This design comes from an exercise in tuning for small area on the open sky130 flow, not from production work.
Function was checked by simulation only, so behaviour that the tests miss may differ from the original.
No activity file was given, so power comes from the tool's default toggle rates.

==> wip/juniper <==
Design apu, start of the top module:
module apu (
    input  wire        clk,
    input  wire        rst,           
    input  wire        tick,          
    input  wire        wr_en,         
    input  wire        wr_flag,       
    input  wire [4:0]  wr_addr,
    input  wire [7:0]  wr_data,
    input  wire [4:0]  rd_addr,
    output wire [7:0]  rd_data,
    input  wire [15:0] gain,          
    output wire        sample_valid,
    output wire [15:0] sample
);
    reg  [7:0] regs [0:31];
    wire [31:0] wsel = 32'd1 << wr_addr;     
    wire [31:0] rsel = 32'd1 << rd_addr;     
    reg  [7:0] cur, rd;
    integer j;
    always @(*) begin
        cur = 8'd0;
        rd  = 8'd0;
        for (j = 0; j < 32; j = j + 1) begin
            cur = cur | (regs[j] & {8{wsel[j]}});
            rd  = rd  | (regs[j] & {8{rsel[j]}});
        end
    end
    wire [7:0] bit_mask = 8'd1 << wr_data[2:0];
    wire [7:0] wbyte = wr_flag ? ((cur & ~bit_mask) | (wr_data[3] ? bit_mask : 8'd0))
                               : wr_data;
    assign rd_data = rd;
    integer i;
    always @(posedge clk) begin
        for (i = 0; i < 32; i = i + 1)
            if (rst || (wr_en && wsel[i]))
                regs[i] <= rst ? 8'd0 : wbyte;
    end
    reg  [14:0] fc;
    reg         fc_ge;
    wire        mode5   = regs[23][7];
    wire        fc_0    = (fc == 15'h0000);
    wire        fc_7456 = (fc == 15'h49FC);
    wire        quarter = fc_0 || (fc == 15'h5F3D) || fc_7456 || (fc == 15'h532C);
    wire        half    = fc_0 || fc_7456;
    wire        fc_wrap = mode5 ? (fc == 15'h0E7A) : fc_ge;
    wire [14:0] fc_step = {fc[13:0], ~(fc[14] ^ fc[13])};
    always @(posedge clk) begin
        if (rst) begin
            fc    <= 15'd0;
            fc_ge <= 1'b0;
        end else if (tick) begin
            fc    <= fc_wrap ? 15'd0 : fc_step;
            fc_ge <= !fc_wrap && (fc_ge || fc == 15'h3AF0);
        end
    end
    wire en_wr = wr_en && (wr_addr == 5'h15);
    wire [3:0] lvl_p0, lvl_p1, lvl_t, lvl_n;
    wire [7:0] len_load;
    apu_length_lut u_len (.code(wbyte[7:3]), .count(len_load));
    apu_pulse #(.ID(0)) u_pulse0 (
        .clk(clk), .rst(rst), .tick(tick), .quarter(quarter), .half(half),
        .wr(wr_en && wr_addr[4:2] == 3'b000), .wr_reg(wr_addr[1:0]), .wr_data(wbyte),
        .len_load(len_load),
  ...
export LEC_CHECK = 0
export CAP_MARGIN = 20
export CORE_MARGIN = 2
export CORE_UTILIZATION = 60
export PLACE_DENSITY = 0.7
export SLEW_MARGIN = 20
export SYNTH_MEMORY_MAX_BITS = 16384
create_clock -name core_clock -period 28.0 [get_ports {clk}]
standard.sh (not shown) runs the stock make flow with config.mk's settings and CLKGATE_MAP_FILE= SYNTH_SCRIPT=/design/flow/synth_recipe.tcl, a recipe that flattens the netlist after the stock synthesis.
==> flow/flow/run.sh <==
#!/bin/bash
# The standard layout (standard.sh, unchanged synthesis and steps), with two
# settings of the layout steps changed through the environment ORFS reads:
#  - clock tree synthesis clusters up to 20 flip-flops (within 60 um) per leaf
#    buffer, uses clkbuf_16 and adds no dummy loads;
#  - the port buffers are buf_1 cells (every input and output port still gets
#    its own buffer, as in the standard flow).
# All output of the flow goes to standard.log; ORFS keeps each step's log
# under orfs/logs.
set -euo pipefail
export CTS_ARGS="-sink_clustering_enable -repair_clock_nets -dont_use_dummy_load -sink_clustering_size 20 -sink_clustering_max_diameter 60 -buf_list {sky130_fd_sc_hd__clkbuf_16}"
export BUFFER_PORTS_ARGS="-buffer_cell sky130_fd_sc_hd__buf_1"
bash standard.sh > standard.log 2>&1
==> wip/sierra: changes against wip/juniper <==
==> flow/run.sh (new file) <==
#!/bin/bash
# synth_recipe.tcl (not shown) runs the flow's synth.tcl, then flattens the netlist and writes it again
# the make line also repeats each setting of config.mk as NAME=value (left out here)
make -C /OpenROAD-flow-scripts/flow DESIGN_CONFIG=/design/flow/config.mk WORK_HOME=/design/flow/orfs CLKGATE_MAP_FILE= SYNTH_SCRIPT=/design/flow/synth_recipe.tcl finish
Settings changed: CORE_UTILIZATION 60 to 65, PLACE_DENSITY 0.7 to 0.75.
removed: flow/flow/run.sh
removed: flow/standard.sh
==> wip/garnet: changes against wip/juniper <==
==> flow/flow/run.sh (replaced) <==
#!/bin/bash
# The standard layout (standard.sh, unchanged synthesis and steps), with two
# settings of the layout steps changed through the environment ORFS reads:
#  - clock tree synthesis clusters up to 10 flip-flops (within 40 um) per leaf
#    buffer, uses clkbuf_8 and adds no dummy loads;
#  - the port buffers are buf_1 cells (every input and output port still gets
#    its own buffer, as in the standard flow).
# All output of the flow goes to standard.log; ORFS keeps each step's log
# under orfs/logs.
set -euo pipefail
export CTS_ARGS="-sink_clustering_enable -repair_clock_nets -dont_use_dummy_load -sink_clustering_size 10 -sink_clustering_max_diameter 40 -buf_list {sky130_fd_sc_hd__clkbuf_8}"
export BUFFER_PORTS_ARGS="-buffer_cell sky130_fd_sc_hd__buf_1"
bash standard.sh > standard.log 2>&1
Settings changed: CAP_MARGIN 20 to 0, SLEW_MARGIN 20 to 0.
==> notes <==
wip/sierra passed the timing, design-rule and antenna checks. wip/garnet produced a layout that fails on capacitance limit, slew limit. wip/juniper went through all stages and came out clean. The lowest total power belongs to wip/garnet, the highest to wip/sierra. Between wip/juniper and wip/sierra, the lower design area is in wip/juniper (gap 2.7%, measured against wip/sierra). Sequential power is about the same in wip/sierra and wip/garnet. Clock power: wip/juniper < wip/garnet < wip/sierra. In utilization, wip/garnet and wip/juniper do not differ. The highest via count belongs to wip/sierra, the lowest to wip/juniper. Combinational power: wip/sierra is higher than wip/garnet (about 5%). Against wip/juniper, the non-clock buffer count of wip/sierra is lower by 14. The highest cell count belongs to wip/garnet, the lowest to wip/sierra.
==> figures <==
| quantity | wip/garnet | wip/sierra | wip/juniper |
|---|---|---|---|
| Status | failed layout checks | no timing/DRC/antenna violations | no timing/DRC/antenna violations |
| Reasons for failing layout checks | capacitance limit, slew limit | - | - |
| Area used by multi-input combinational logic | 20,000 µm² | 20,100 µm² | 20,100 µm² |
| Number of cells after detailed placement | 4,527 | 4,444 | 4,528 |
| Count of vias placed by the detailed router | 36.0k | 36.2k | 35.7k |
| Proportion of cell area occupied by multi-input gates | 0.536 | 0.523 | 0.537 |
| Worst slack at placement | 8.17 ns | 7.72 ns | 8.15 ns |
| Reg2reg path depth | 64 | 66 | 65 |
| Fraction of power consumed by combinational cells | 0.499 | 0.476 | 0.500 |
| Total clock network power | 537 µW | 768 µW | 532 µW |
| Avg Vias per Cell | 7.80 | 7.93 | 7.79 |
| Endpoint, Worst Hold | u_noise.lfsr[11] | u_noise.lfsr[9] | eh[1] |
| Sum of routed wire length over all layers | 161,000 µm | 157,000 µm | 162,000 µm |
| Total power per unit cell area | 84.9 nW/µm² | 90.6 nW/µm² | 84.9 nW/µm² |
| Die width | 246 µm | 236 µm | 246 µm |
| Post-route worst setup slack | 7.46 ns | 7.12 ns | 7.51 ns |
| VDD IR max | 0.192 mV | 0.123 mV | 0.189 mV |
| Starting Density | 0.608 | 0.654 | 0.608 |
| Length of routed met3 wiring | 24,200 µm | 26,300 µm | 24,200 µm |
| Htree depth | 3 | 2 | 2 |
| Detailed-route wire length per cell | 35.0 µm | 34.5 µm | 35.3 µm |

-- port drivers added, routing unchanged --
How much do the figures lean on ideal ports? The routed layouts below were timed once more, with nothing changed but the port constraints.
Step 1 assumes that a clkbuf_16 drives the clock port and a buf_2 every other input.
Step 2 times the ports against the registers' clock, not the clock port: input delays grow and output delays shrink by t, the midpoint of the rising clock arrivals with the driver on.
Three values: ideal ports, drivers, drivers and shift; two values: the first two.
| run | t (ns) | setup slack, ns | worst hold slack (ns) |
|---|---|---|---|
| wip/juniper | 0.662 | 7.515 / 7.434 / 8.097 | 0.460 / 0.460 / 0.460 |
| wip/sierra | 0.728 | 7.123 / 7.059 / 7.787 | 0.455 / 0.455 / 0.455 |
| wip/garnet | 0.733 | 7.458 / 7.394 / 8.126 | 0.453 / 0.453 / 0.453 |
